Background: an optimization exercise with open tools, aiming at small area, a short achievable clock period and few clock cycles. Do not read the settings as production practice. The RTL was checked by simulation tests, not by an equivalence proof against the original design. Power is estimated from default activity; no workload was simulated.

`design.v`:
```
module awx_draw (
    input  wire        clk,
    input  wire        rst,
    input  wire        cmd_valid,
    output wire        cmd_ready,
    input  wire [63:0] cmd_desc,
    input  wire [1:0]  cfg_orient,
    input  wire [2:0]  flag_clr,
    output wire        tx_valid,
    input  wire        tx_ready,
    output wire        tx_cmd,
    output wire [15:0] tx_data,
    input  wire        tx_idle,
    output reg  [13:0] win_remain,
    output reg  [2:0]  flags         
);
    parameter COMB_IDLE = 1;
    localparam [3:0] OP_NOP    = 4'h0,
                     OP_SETWIN = 4'h1,
                     OP_PIXEL  = 4'h2,
                     OP_POINT  = 4'h3,
                     OP_FILL   = 4'h4,
                     OP_LINE   = 4'h5,
                     OP_RECT   = 4'h6,
                     OP_CIRCLE = 4'h7;
    localparam [1:0] T_IDLE = 2'd0, T_DEC = 2'd1, T_RUN = 2'd2;
    reg [1:0] tstate;
    assign cmd_ready = (tstate == T_IDLE);
    reg [3:0]  op;
    reg        zok;                  
    reg [8:0]  fx1, fy1, fx2, fy2;   
    reg [15:0] color;
    reg        o;                    
    always @(posedge clk) begin
        if (tstate == T_IDLE) begin
            op    <= cmd_desc[63:60];
            zok   <= (cmd_desc[59:56] == 4'd0) && (cmd_desc[19:16] == 4'd0);
            fx1   <= cmd_desc[55:47];
            fy1   <= cmd_desc[46:38];
            fx2   <= cmd_desc[37:29];
            fy2   <= cmd_desc[28:20];
            color <= cmd_desc[15:0];
            o     <= cfg_orient[1];
        end
    end
    wire zx1 = (fx1 == 9'd0);
    wire zy1 = (fy1 == 9'd0);
    wire zx2 = (fx2 == 9'd0);
    wire zy2 = (fy2 == 9'd0);
    wire zc  = (color == 16'd0);
    wire d_nop    = (op == OP_NOP)    && zok && zx1 && zy1 && zx2 && zy2 && zc;
    wire d_setwin = (op == OP_SETWIN) && zok && zc;
    wire d_pixel  = (op == OP_PIXEL)  && zok && zx1 && zy1 && zx2 && zy2;
    wire d_point  = (op == OP_POINT)  && zok && zx2 && zy2;
    wire d_fill   = (op == OP_FILL)   && zok;
    wire d_line   = (op == OP_LINE)   && zok;
    wire d_rect   = (op == OP_RECT)   && zok;
    wire d_circle = (op == OP_CIRCLE) && zok && zy2;
    wire win_ok = (fx1 <= fx2) && (fx2 < 9'd160) && (fy1 <= fy2) && (fy2 < 9'd80);
    wire ptw     = (op == OP_POINT) || (op == OP_LINE) || (op == OP_RECT) || (op == OP_CIRCLE);
    wire is_fill = (op == OP_FILL);
    wire is_rect = (op == OP_RECT);
    wire is_pt   = (op == OP_POINT);
    reg [8:0]  r0, r1;           
    reg signed [11:0] e;         
    reg [9:0]  md;               
    reg signed [10:0] nd;        
    reg        sx, sy, xmaj;
    reg [1:0]  linit;
    reg        lpend;            
    reg [1:0]  edge_n;
    reg [2:0]  k;
    reg        cdec;
    reg        gen_act, gcirc;
    reg        gvalid;
    reg [7:0]  gx;
    reg [6:0]  gy;
    reg        wreq, preq, cnt_act;
    reg        txv, tx_cmd_r, tx_col, is2a;
    reg [7:0]  tx_lo;
    reg [2:0]  eseq;
    reg [7:0]  ex;
    reg [6:0]  ey;
    assign tx_valid = COMB_IDLE ? (txv && (tx_idle || !is2a)) : txv;
    assign tx_cmd   = tx_cmd_r;
    assign tx_data  = {tx_col ? color[15:8] : 8'd0, tx_lo};
    wire fire = tx_valid && tx_ready;
    wire fx_end    = (r0 == fx2);
    wire fy_end    = (r1 == fy2);
    wire fill_last = fx_end && fy_end;
    wire win_data  = (op != OP_SETWIN);
    wire tx_last   = (eseq == 3'd7) ? (!is_fill || fill_last)
                                    : ((eseq == 3'd6) && !win_data);
    wire start_src = ptw ? gvalid : wreq;
    wire start_ok  = COMB_IDLE ? 1'b1 : tx_idle;
    wire start_win = (tstate == T_RUN) && start_ok && start_src &&
                     (!txv || (COMB_IDLE && fire && tx_last && eseq == 3'd7));
    wire start_pix = (tstate == T_RUN) && !txv && preq;
    wire [2:0] nseq   = eseq + 3'd1;
    reg  [7:0] csel;
    always @(*) begin
        case (nseq)
            3'd1:    csel = ptw ? ex : fx1[7:0];
            3'd2:    csel = ptw ? ex : fx2[7:0];
            3'd4:    csel = ptw ? {1'b0, ey} : fy1[7:0];
            default: csel = ptw ? {1'b0, ey} : fy2[7:0];
        endcase
    end
    wire       x_part = (nseq == 3'd1) || (nseq == 3'd2);
    wire [7:0] cval   = csel + ((x_part ^ o) ? 8'd26 : 8'd1);
    always @(posedge clk) begin
        if (rst) begin
            txv  <= 1'b0;
            is2a <= 1'b0;
        end else if (start_win) begin
            txv      <= 1'b1;
            tx_cmd_r <= 1'b1;
            tx_lo    <= 8'h2A;
            tx_col   <= 1'b0;
            eseq     <= 3'd0;
            is2a     <= 1'b1;
            if (ptw) begin
                ex <= gx;
                ey <= gy;
            end
        end else if (start_pix) begin
            txv      <= 1'b1;
            tx_cmd_r <= 1'b0;
            tx_lo    <= color[7:0];
            tx_col   <= 1'b1;
            eseq     <= 3'd7;
            is2a     <= 1'b0;
        end else if (fire) begin
            is2a <= 1'b0;
            case (eseq)
                3'd2: begin
                    tx_cmd_r <= 1'b1;
                    tx_lo    <= 8'h2B;
                    eseq     <= nseq;
                end
                3'd5: begin
                    tx_cmd_r <= 1'b1;
                    tx_lo    <= 8'h2C;
                    eseq     <= nseq;
                end
                3'd6: begin
                    if (win_data) begin
                        tx_cmd_r <= 1'b0;
                        tx_lo    <= color[7:0];
                        tx_col   <= 1'b1;
                        eseq     <= 3'd7;
                    end else begin
                        txv <= 1'b0;
                    end
                end
                3'd7: begin
                    if (tx_last) txv <= 1'b0;
                end
                default: begin
                    tx_cmd_r <= 1'b0;
                    tx_lo    <= cval;
                    eseq     <= nseq;
                end
            endcase
        end
    end
    wire [8:0] xs = (is_rect && edge_n == 2'd3) ? fx2 : fx1;
    wire [8:0] ys = (is_rect && edge_n == 2'd2) ? fy2 : fy1;
    wire [8:0] xe = (is_pt || (is_rect && edge_n == 2'd1)) ? fx1 : fx2;
    wire [8:0] ye = (is_pt || (is_rect && edge_n == 2'd0)) ? fy1 : fy2;
    wire [9:0] dxp = {1'b0, xe} - {1'b0, xs};
    wire [9:0] dxn = {1'b0, xs} - {1'b0, xe};
    wire [9:0] dyp = {1'b0, ye} - {1'b0, ys};
    wire [9:0] dyn = {1'b0, ys} - {1'b0, ye};
    wire [9:0] adx = dxp[9] ? dxn : dxp;
    wire [9:0] ady = dyp[9] ? dyn : dyp;
    wire [10:0] dd1 = {1'b0, md} - nd;           
    wire [10:0] dd2 = nd - {1'b0, md};           
    wire        xm  = !dd1[10];
    wire signed [11:0] e_md = e + $signed({2'b00, md});
    wire signed [11:0] e_nd = e + nd;
    wire        lstep = !e_nd[11];
    wire lon    = (r0 < 9'd160) && (r1 < 9'd80);
    wire at_end = xmaj ? (r0 == xe) : (r1 == ye);
    wire sel_b = (k == 3'd0) || (k == 3'd1) || (k == 3'd4) || (k == 3'd7);
    wire xneg  = (k == 3'd0) || (k == 3'd2) || (k == 3'd3) || (k == 3'd7);
    wire yneg  = (k == 3'd0) || (k == 3'd1) || (k == 3'd3) || (k == 3'd5);
    wire [8:0]  xv = sel_b ? r1 : r0;
    wire [8:0]  yv = sel_b ? r0 : r1;
    wire [10:0] cx = xneg ? ({2'b00, fx1} - {2'b00, xv}) : ({2'b00, fx1} + {2'b00, xv});
    wire [10:0] cy = yneg ? ({2'b00, fy1} - {2'b00, yv}) : ({2'b00, fy1} + {2'b00, yv});
    wire        con = !cx[10] && (cx < 11'd160) && !cy[10] && (cy < 11'd80);
    wire        dpos = !e[11] && (e != 12'sd0);
    wire [10:0] cgap = {2'b00, r1} - {2'b00, r0} - 11'd1 - {10'd0, dpos};
    wire        cont = !cgap[10];
    wire signed [11:0] e_circ = (k == 3'd0) ? e + $signed({2'b00, r0, 1'b1})
                                            : e - $signed({2'b00, r1, 1'b1});
    wire it_en = is_fill ? (fire && eseq == 3'd7) : cnt_act;
    reg oob_set;
    always @(*) begin
        oob_set = 1'b0;
        if (tstate == T_DEC && (d_setwin || d_fill) && !win_ok) oob_set = 1'b1;
        if (gen_act && !gcirc && lpend && !lon) oob_set = 1'b1;
        if (gen_act && gcirc && !con) oob_set = 1'b1;
    end
    wire done_now = !gen_act && !gvalid && !wreq && !preq && !cnt_act &&
                    (!txv || (fire && tx_last));
    always @(posedge clk) begin
        if (rst) begin
            tstate     <= T_IDLE;
            gen_act    <= 1'b0;
            gvalid     <= 1'b0;
            wreq       <= 1'b0;
            preq       <= 1'b0;
            cnt_act    <= 1'b0;
            win_remain <= 14'd0;
            flags      <= 3'd0;
        end else begin
            if (tstate == T_IDLE)
                flags <= flags & ~flag_clr;
            if (oob_set)
                flags[0] <= 1'b1;
            if (start_win && ptw)
                gvalid <= 1'b0;
            if (start_win && !ptw)
                wreq <= 1'b0;
            if (start_pix)
                preq <= 1'b0;
            if (start_win) begin
                if (win_remain != 14'd0) flags[1] <= 1'b1;
                win_remain <= 14'd0;
                if (op == OP_SETWIN) cnt_act <= 1'b1;
            end else if (cnt_act) begin
                win_remain <= win_remain + 14'd1;
            end else if (fire && eseq == 3'd7 && op == OP_PIXEL) begin
                if (win_remain == 14'd0) flags[1] <= 1'b1;
                else win_remain <= win_remain - 14'd1;
            end
            if (it_en) begin
                if (fx_end) begin
                    r0 <= fx1;
                    r1 <= r1 + 9'd1;
                end else begin
                    r0 <= r0 + 9'd1;
                end
                if (fill_last) cnt_act <= 1'b0;
            end
            case (tstate)
                T_IDLE: if (cmd_valid) tstate <= T_DEC;
                T_DEC: begin
                    tstate <= T_IDLE;
                    if (d_nop) begin
                    end else if (d_setwin || d_fill) begin
                        if (win_ok) begin
                            r0     <= fx1;
                            r1     <= fy1;
                            wreq   <= 1'b1;
                            tstate <= T_RUN;
                        end
                    end else if (d_pixel) begin
                        preq   <= 1'b1;
                        tstate <= T_RUN;
                    end else if (d_point || d_line || d_rect) begin
                        r0      <= fx1;
                        r1      <= fy1;
                        edge_n  <= 2'd0;
                        lpend   <= 1'b1;
                        linit   <= 2'd2;
                        gen_act <= 1'b1;
                        gcirc   <= 1'b0;
                        tstate  <= T_RUN;
                    end else if (d_circle) begin
                        r0      <= 9'd0;
                        r1      <= fx2;
                        e       <= 12'sd0;
                        k       <= 3'd0;
                        cdec    <= 1'b0;
                        gen_act <= 1'b1;
                        gcirc   <= 1'b1;
                        tstate  <= T_RUN;
                    end else begin
                        flags[2] <= 1'b1;
                    end
                end
                T_RUN: if (done_now) tstate <= T_IDLE;
                default: tstate <= T_IDLE;
            endcase
            if (gen_act && !gcirc) begin
                if (lpend) begin
                    if (!lon) begin
                        lpend <= 1'b0;
                    end else if (!gvalid) begin
                        gvalid <= 1'b1;
                        gx     <= r0[7:0];
                        gy     <= r1[6:0];
                        lpend  <= 1'b0;
                    end
                end
                case (linit)
                    2'd3: begin
                        r0    <= xs;
                        r1    <= ys;
                        lpend <= 1'b1;
                        linit <= 2'd2;
                    end
                    2'd2: begin
                        md    <= adx;
                        nd    <= {1'b0, ady};
                        sx    <= dxp[9];
                        sy    <= dyp[9];
                        linit <= 2'd1;
                    end
                    2'd1: begin
                        xmaj  <= xm;
                        md    <= xm ? nd[9:0] : md;
                        nd    <= xm ? dd2 : dd1;
                        e     <= 12'sd0;
                        linit <= 2'd0;
                    end
                    default: begin
                        if (!lpend) begin
                            if (at_end) begin
                                if (is_rect && edge_n != 2'd3) begin
                                    edge_n <= edge_n + 2'd1;
                                    linit  <= 2'd3;
                                end else begin
                                    gen_act <= 1'b0;
                                end
                            end else begin
                                lpend <= 1'b1;
                                if (lstep) e <= e_nd;
                                else       e <= e_md;
                                if (xmaj) begin
                                    r0 <= sx ? r0 - 9'd1 : r0 + 9'd1;
                                    if (lstep) r1 <= sy ? r1 - 9'd1 : r1 + 9'd1;
                                end else begin
                                    r1 <= sy ? r1 - 9'd1 : r1 + 9'd1;
                                    if (lstep) r0 <= sx ? r0 - 9'd1 : r0 + 9'd1;
                                end
                            end
                        end
                    end
                endcase
            end
            if (gen_act && gcirc) begin
                if (!(con && gvalid)) begin
                    if (con) begin
                        gvalid <= 1'b1;
                        gx     <= cx[7:0];
                        gy     <= cy[6:0];
                    end
                    k <= k + 3'd1;
                    if (k == 3'd0 || (k == 3'd1 && cdec))
                        e <= e_circ;
                    if (k == 3'd7) begin
                        cdec <= dpos;
                        r0   <= r0 + 9'd1;
                        if (dpos) r1 <= r1 - 9'd1;
                        if (!cont) gen_act <= 1'b0;
                    end
                end
            end
        end
    end
endmodule
```
`run.sh`:
```
#!/bin/bash
# synth_recipe.tcl (not shown) runs the flow's synth.tcl, then flattens the netlist and writes it again
# the make line also repeats each setting of config.mk as NAME=value (left out here)
make -C /OpenROAD-flow-scripts/flow DESIGN_CONFIG=/design/flow/config.mk WORK_HOME=/design/flow/orfs CLKGATE_MAP_FILE= SYNTH_SCRIPT=/design/flow/synth_recipe.tcl finish
```
`config.mk`:
```
export PLATFORM = sky130hd
export DESIGN_NAME = awx_draw
export DESIGN_NICKNAME = awx_draw
export VERILOG_FILES = /design/flow/design.v
export SDC_FILE = /design/flow/constraint.sdc
export NUM_CORES = 4
export LEC_CHECK = 0
export CAP_MARGIN = 20
export CORE_MARGIN = 2
export CORE_UTILIZATION = 40
export PLACE_DENSITY = 0.6
export SLEW_MARGIN = 20
```
`constraint.sdc`:
```
create_clock -name core_clock -period 12.0 [get_ports {clk}]
set_input_delay 2.4000 -clock core_clock [delete_from_list [all_inputs] [get_ports {clk}]]
set_output_delay 2.4000 -clock core_clock [all_outputs]
set_load 0.01 [all_outputs]
```
==> results.json, run 1 <==
{
  "use_met3_pct": 4.04,
  "final_cell_mix": "198 x nor2_1, 192 x ha_1, 186 x inv_1",
  "first_iter_violations": 1648,
  "avgRoutedWirePerCell_um": 21.8,
  "drc": 0,
  "drv_slew": 0,
  "top_usage_layer": "met2",
  "fmax_mhz": 155,
  "die_y_um": 221,
  "drive_gt1_share_pct": 5.55,
  "cts_buffers": 17,
  "synth_nets": 2476,
  "dr.pass1.iters": 5,
  "hold_viol_final": 0,
  "clkTransAtPathRegs_ps": 90,
  "antenna_found_initial": 0,
  "cts-root-buf": "clkbuf_16",
  "syn_inst": 2194,
  "synth_area_leaders": "edfxtp_1 26%, ha_1 13%, a21oi_1 4.6%",
  "die_area_mm2": 0.0487,
  "rows": 79,
  "place.gp.congestion": 0.952,
  "critical_path_class": "reg -> reg",
  "initial_core_util_pct": 40.4,
  "power_density_mw_per_mm2": 97.5,
  "crit_required_ps": 12280,
  "clk_latency_ps": 530,
  "worst_slew_pin_slew_ps": 1100,
  "cts_max_path_buffers": 2,
  "final_cells": 2878,
  "rsz0062_at_grt": "false",
  "vias": 17000,
  "dpl.hpwl_um": 47700,
  "totalWireLength_um": 62600,
  "finalCoreUtilization_pct": 45.4,
  "nNetsFinal": 2539,
  "use_met1_pct": 35.3,
  "postCtsResizedCells": 0,
  "grt_pass1_wl_um": 96100,
  "synth_seq_cells": 191,
  "ctsHtreeMaxLevel": 4,
  "cap_violations": 0,
  "slew_headroom_pct": 26.5,
  "hold_class": "reg -> reg",
  "ys.flop_type": "edfxtp_1",
  "hold_buffers": 0,
  "port_buffers": 108,
  "ys_async_sr_fraction_pct": 0,
  "vias_per_cell": 5.90,
  "ir_worst_vdd_uv": 122,
  "grt_overflow": 0,
  "arrival_ps": 6710,
  "met2_usage_pct": 42.3,
  "fin_skew_ps": 23.5,
  "critPathMaxFanout": 29,
  "chipWidth_um": 221,
  "coreArea_mm2": 0.0465,
  "ys_types": 88,
  "syn_to_final_growth_pct": 12.3,
  "dp.cells": 2845,
  "final_common_cell": "nor2_1",
  "min_period_ps": 6430,
  "yosysTopAreaCellShare_pct": 26.4,
  "grt_max_degree": 58,
  "synth_edf_count": 165,
  "fin_crit_sh_pct": 53.6,
  "clkSinkCount": 191,
  "syn_area_per_cell_um2": 8.56,
  "post_cts_buffers": 0,
  "outcome": "complete, no violations",
  "grt_pass1_vias": 16500,
  "boundaryPins": 110,
  "yosysSeqAreaShare_pct": 29.1,
  "route.antenna.remaining_nets": 0,
  "cts_tree": "built",
  "end_kind": "register",
  "syn_area_mm2": 0.0188,
  "grt_use_total_pct": 26.3,
  "cp-start-kind": "register",
  "fin_setup_tns_ps": 0,
  "yosysTopAreaCell": "edfxtp_1",
  "ys_warn_count": 1,
  "setup-violations-final": 0,
  "leakagePower_nw": 8.73
}
cell families (layout without fill, tap and decap cells):
logic type      after synthesis  after routing  share of synthesized area, %
mux                         106            106                          5.83
xor+xnor                    149            149                          6.95
fa+ha+maj                   209            209                          14.5
simple gates                635            635                          16.2
buf+inv                     287            363                          5.83
other cells                   0              1                             0
flops                       191            191                          29.1
compound gates              617            617                          21.5
path summary, 6_finish.rpt:
kind | startpoint | endpoint | slack (ps) | cells past startpoint
worst max-delay path | k[0] | e[1] | 5570 | 17
worst min-delay path | gy[5] | ey[5] | 450 | 0
worst max register to register | k[0] | e[1] | 5570 | 17
worst min register to register | gy[5] | ey[5] | 450 | 0
synth_stat cells (all sizes together), types with 49 or more instances:
cell / instances
edfxtp: 165
ha: 192
mux2i: 78
xnor2: 96
inv: 187
xor2: 53
clkbuf: 84
nand3: 50
nor2: 199
o21ai: 127
nor3: 49
nand2: 150
a21oi: 173
per-layer routing:
| metal | wire (um) | vias to the layer above |
|---|---|---|
| li1 | - | 8094 |
| met1 | 27900 | 8157 |
| met2 | 28400 | 603 |
| met3 | 4290 | 120 |
| met4 | 2110 | 0 |
| met5 | 0 | - |
final cells by class:
| type | count | area, um^2 |
|---|---|---|
| Fill cell | 4597 | 25400 |
| Multi-Input combinational cell | 1716 | 12200 |
| Sequential cell | 191 | 5480 |
| Timing Repair Buffer | 143 | 1340 |
| Tap cell | 607 | 759 |
| Inverter | 188 | 706 |
| Clock buffer | 17 | 425 |
| Clock inverter | 15 | 144 |
| Antenna cell | 1 | 2.50 |
worst max-delay path, cell delays in order (launching register included):
cell,delay (ps)
edfxtp_1,460
ha_1,250
ha_1,250
a211oi_2,210
buf_4,310
o21ai_0,170
ha_1,250
fa_1,400
o21ba_1,210
or4_4,440
a311oi_2,250
nor3_1,70
or4_1,460
o21ai_1,310
o2111ai_1,390
o21bai_1,620
or3_1,690
mux2_2,400
state kept, by name, summed over array words and instances (netlist names), 9 cells and up:
register	flops
color	16
win_remain	14
e	12
nd	11
md	10
fx1	9
fx2	9
fy1	9
fy2	9
r0	9
r1	9
report_power, final:
part           total [mW]  internal, mW  switching (mW)
clock               0.582         0.274           0.307
sequential          0.823         0.760          0.0625
combinational       0.653         0.273           0.380
per-stage QoR:
step | power (mW) | hold slack, ps | area (um^2) | setup slack (ps)
after detailed placement | 1.48 | 432 | 20500 | 5640
final | 2.06 | 450 | 21100 | 5570
after CTS | 2.06 | 451 | 21100 | 5610
after global placement | 1.47 | 429 | 20500 | 5670
after floorplan | 1.27 | 420 | 18800 | 6490
after global routing | 2.16 | 471 | 21100 | 5350
Testbench counts, summed over its fixed seeds: cycles 310,389.
==> run 2: changes to the inputs <==
--- a/design.v
+++ b/design.v
@@ -14,7 +14,7 @@
     output reg  [13:0] win_remain,
     output reg  [2:0]  flags         
 );
-    parameter COMB_IDLE = 1;
+    parameter COMB_IDLE = 0;
     localparam [3:0] OP_NOP    = 4'h0,
                      OP_SETWIN = 4'h1,
                      OP_PIXEL  = 4'h2,
==> run 2 against run 1 <==
  * Still clean on timing, DRC and antenna
  * Register-to-register slack better by 560 ps
  * Global-route usage decreased by 0.11 points
  * Clock-buffer cell count increased by 5
  * Wire length up 3.3%
  * Worst hold slack lost 2.7 ps
  * Clock power hardly changed
  * Clock skew is 9.0 ps lower
  * Die area up 1.8%
  * Critical path type unchanged
  * Largest cell class unchanged
==> results.json, run 2 <==
{
  "outcome": "complete, no violations",
  "cp-start-kind": "register",
  "largest_reg_flops": 16,
  "multi_input_area_mm2": 0.0125,
  "wl_met1_um": 26900,
  "dr.pass1.iters": 6,
  "power_density_mw_per_mm2": 95.7,
  "boundaryPins": 110,
  "drv_slew": 0,
  "total_power_mw": 2.04,
  "rows": 80,
  "rr_endpoint": "md[8]",
  "place.gp.congestion": 0.973,
  "grt_use_total_pct": 26.2,
  "cts_buffers": 17,
  "synth.most_common_cell": "nor2_1",
  "dp.cells": 2937,
  "hold_buffers": 0,
  "hold_path.startpoint": "gy[0]",
  "avgRoutedWirePerCell_um": 21.8,
  "syn_area_mm2": 0.0191,
  "post_cts_buffers": 0,
  "hold_class": "reg -> reg",
  "dpl.hpwl_um": 48900,
  "fin_skew_ps": 14.5,
  "slew_headroom_pct": 29.5,
  "grt_pass1_wl_um": 99400,
  "syn_to_final_growth_pct": 11.2,
  "rr_worst_depth": 15,
  "final_common_cell": "nor2_1",
  "min_period_ps": 5880,
  "final_cells": 2969,
  "ctsHtreeMaxLevel": 4,
  "holdPathStages": 0,
  "largest_register": "color",
  "nNetsFinal": 2623,
  "route.antenna.remaining_nets": 0,
  "ys_top_cells_by_count": "210 x nor2_1, 205 x nand2_1, 192 x ha_1",
  "synth_area_leaders": "edfxtp_1 26%, ha_1 13%, a21oi_1 4.9%",
  "top_regs": "color x16, win_remain x14, e x12",
  "fmax_mhz": 170,
  "vias": 17700,
  "top_layer": "met4",
  "final_cell_mix": "209 x nor2_1, 205 x nand2_1, 192 x ha_1",
  "hold_viol_final": 0,
  "critical_path_class": "reg -> reg",
  "layout_setup_ws_ps": 6120,
  "r2r-start": "op[1]",
  "initial_core_util_pct": 40.3,
  "leakagePower_nw": 8.73,
  "vias_per_cell": 5.96,
  "die_y_um": 223,
  "drc": 0,
  "ys_types": 103,
  "whs_ps": 448,
  "syn_inst": 2302,
  "n_fill_cell": 4706,
  "yosysSeqAreaShare_pct": 28.5,
  "route.met2.wl_um": 29900,
  "holdPathEnd": "ey[0]",
  "ys_async_sr_fraction_pct": 0,
  "arrival_ps": 6100,
  "grt_overflow": 0,
  "yosysTopAreaCell": "edfxtp_1",
  "synth_seq_cells": 190,
  "ir_worst_vdd_uv": 150,
  "cts-root-buf": "clkbuf_16",
  "rsz0062_at_grt": "false",
  "pre_cts_slack_ps": 6240,
  "ys_warn_count": 1,
  "fin_setup_tns_ps": 0,
  "antenna_found_initial": 0,
  "first_iter_violations": 1561,
  "cap_violations": 0,
  "grt_pass1_vias": 17000,
  "layout.area.seq_mm2": 0.00546,
  "crit_required_ps": 12220,
  "fin_crit_sh_pct": 49.0,
  "die_area_mm2": 0.0496,
  "grt_max_degree": 63,
  "synth_nets": 2584,
  "critPathMaxFanout": 17,
  "n_antenna_cell": 0,
  "setup-violations-final": 0,
  "postCtsResizedCells": 0,
  "clk_latency_ps": 500,
  "clkSinkCount": 190,
  "worst_slew_pin_slew_ps": 1060,
  "totalWireLength_um": 64700,
  "r2r_slack_ps": 6120,
  "synth_edf_count": 165,
  "end_kind": "register",
  "cts_max_path_buffers": 2,
  "port_buffers": 108,
  "coreArea_mm2": 0.0474,
  "cts_tree": "built",
  "chipWidth_um": 223,
  "clkTransAtPathRegs_ps": 80,
  "ys.flop_type": "edfxtp_1",
  "syn_area_per_cell_um2": 8.31,
  "drive_gt1_share_pct": 4.93,
  "wl_met3_um": 4330,
  "yosysTopAreaCellShare_pct": 25.9
}
## run 2: cell types whose count changed after synthesis, moves of 14 or more
cell / previous run / this run
xnor2_1: 96 / 82
nand2_1: 150 / 205
o21ai_0: 125 / 168
a211oi_1: 24 / 47
buf_2: 5 / 25
nand2b_1: 23 / 39
or3_1: 9 / 25
inv_1: 187 / 172
mux2i_1: 78 / 55
## run 2: worst max path at each step
| stage | startpoint | depth (start not counted) | endpoint |
|---|---|---|---|
| after floorplan | tstate[1] | 1 | cmd_ready |
| after global placement | k[0] | 18 | gy[6] |
| after detailed placement | k[0] | 18 | gy[6] |
| after CTS | k[0] | 18 | gy[6] |
| after global routing | op[1] | 15 | md[8] |
| final | op[1] | 15 | md[8] |
## run 2: metrics by stage
step / utilization (%) / instance area, um^2
2_1_floorplan: - / 19100
3_3_place_gp: 43.6 / 20700
3_5_place_dp: 43.6 / 20700
4_1_cts: 44.8 / 21300
5_1_grt: 44.8 / 21300
6_report: 44.8 / 21300
## run 2: kinds of logic (layout without fill, tap and decap cells)
kind of cell               Yosys count  in the layout  synth area share (%)
AOI/OAI and AO/OA                  675            675                  22.6
DFF                                190            190                  28.5
and+or+nand+nor                    732            732                  18.5
xor gates and xnor gates           128            128                  5.86
muxes                               72             72                  3.90
buffers and inverters              296            348                  6.24
adders and majority gates          209            209                  14.3
## run 2: worst max-delay path, stage by stage, from the launching register on
cell and delay [ps]:
edfxtp_1 690, nand2b_1 570, nor2_1 430, nand2_1 430, o21ai_0 580, inv_1 160, ha_1 370, o21ai_0 110
nand2_1 130, a21oi_1 360, nand2_1 410, mux2_2 400, a221o_1 370, o21a_1 200, xnor2_1 230, o21ai_0 130
## run 2: layout make-up
| cell class | count | area share (%) |
|---|---|---|
| Inverter | 179 | 3.16 |
| Multi-Input combinational cell | 1816 | 58.8 |
| Tap cell | 615 | 3.62 |
| Clock buffer | 22 | 2.18 |
| Clock inverter | 10 | 0.494 |
| Timing Repair Buffer | 137 | 6.11 |
| Sequential cell | 190 | 25.6 |
## run 2: report_power, final
| group | switching [mW] | leakage [nW] | internal, mW | total, mW |
|---|---|---|---|---|
| Sequential | 0.0665 | 1.81 | 0.756 | 0.823 |
| Clock | 0.285 | 0.273 | 0.300 | 0.585 |
| Combinational | 0.370 | 6.65 | 0.259 | 0.629 |
| Total | 0.722 | 8.73 | 1.31 | 2.04 |
## run 2: per-layer routing
| layer | vias up | track usage [%] |
|---|---|---|
| met2 | 638 | 42.9 |
| li1 | 8422 | - |
| met5 | - | 0 |
| met4 | 0 | 13.9 |
| met1 | 8447 | 32.6 |
| met3 | 176 | 4.81 |
Testbench counts of run 2, summed over its fixed seeds: cycles 347,677.

==> afterwards: timing with drivers on the ports <==
The results above use ideal ports. As a check the final layouts listed here were re-extracted and re-timed, cells and wires unchanged.
Step 1 assumes that a clkbuf_16 drives the clock port and a buf_2 every other input.
Step 2 adds t to the input delays and takes it off the output delays; t is the mean of the earliest and latest rising clock arrival at the registers after step 1. Input paths then give back, and output paths get back, about the clock's delay inside the block.
Three values: ideal, step 1, step 2; two values: the first two.
run | shift t [ns] | setup WS [ns] | hold WS [ns]
run 1 | 0.570 | 5.566 / 5.566 / 5.566 | 0.450 / 0.450 / 0.450
run 2 | 0.558 | 6.122 / 6.122 / 6.122 | 0.448 / 0.448 / 0.448
After both steps every run listed still meets setup and hold.
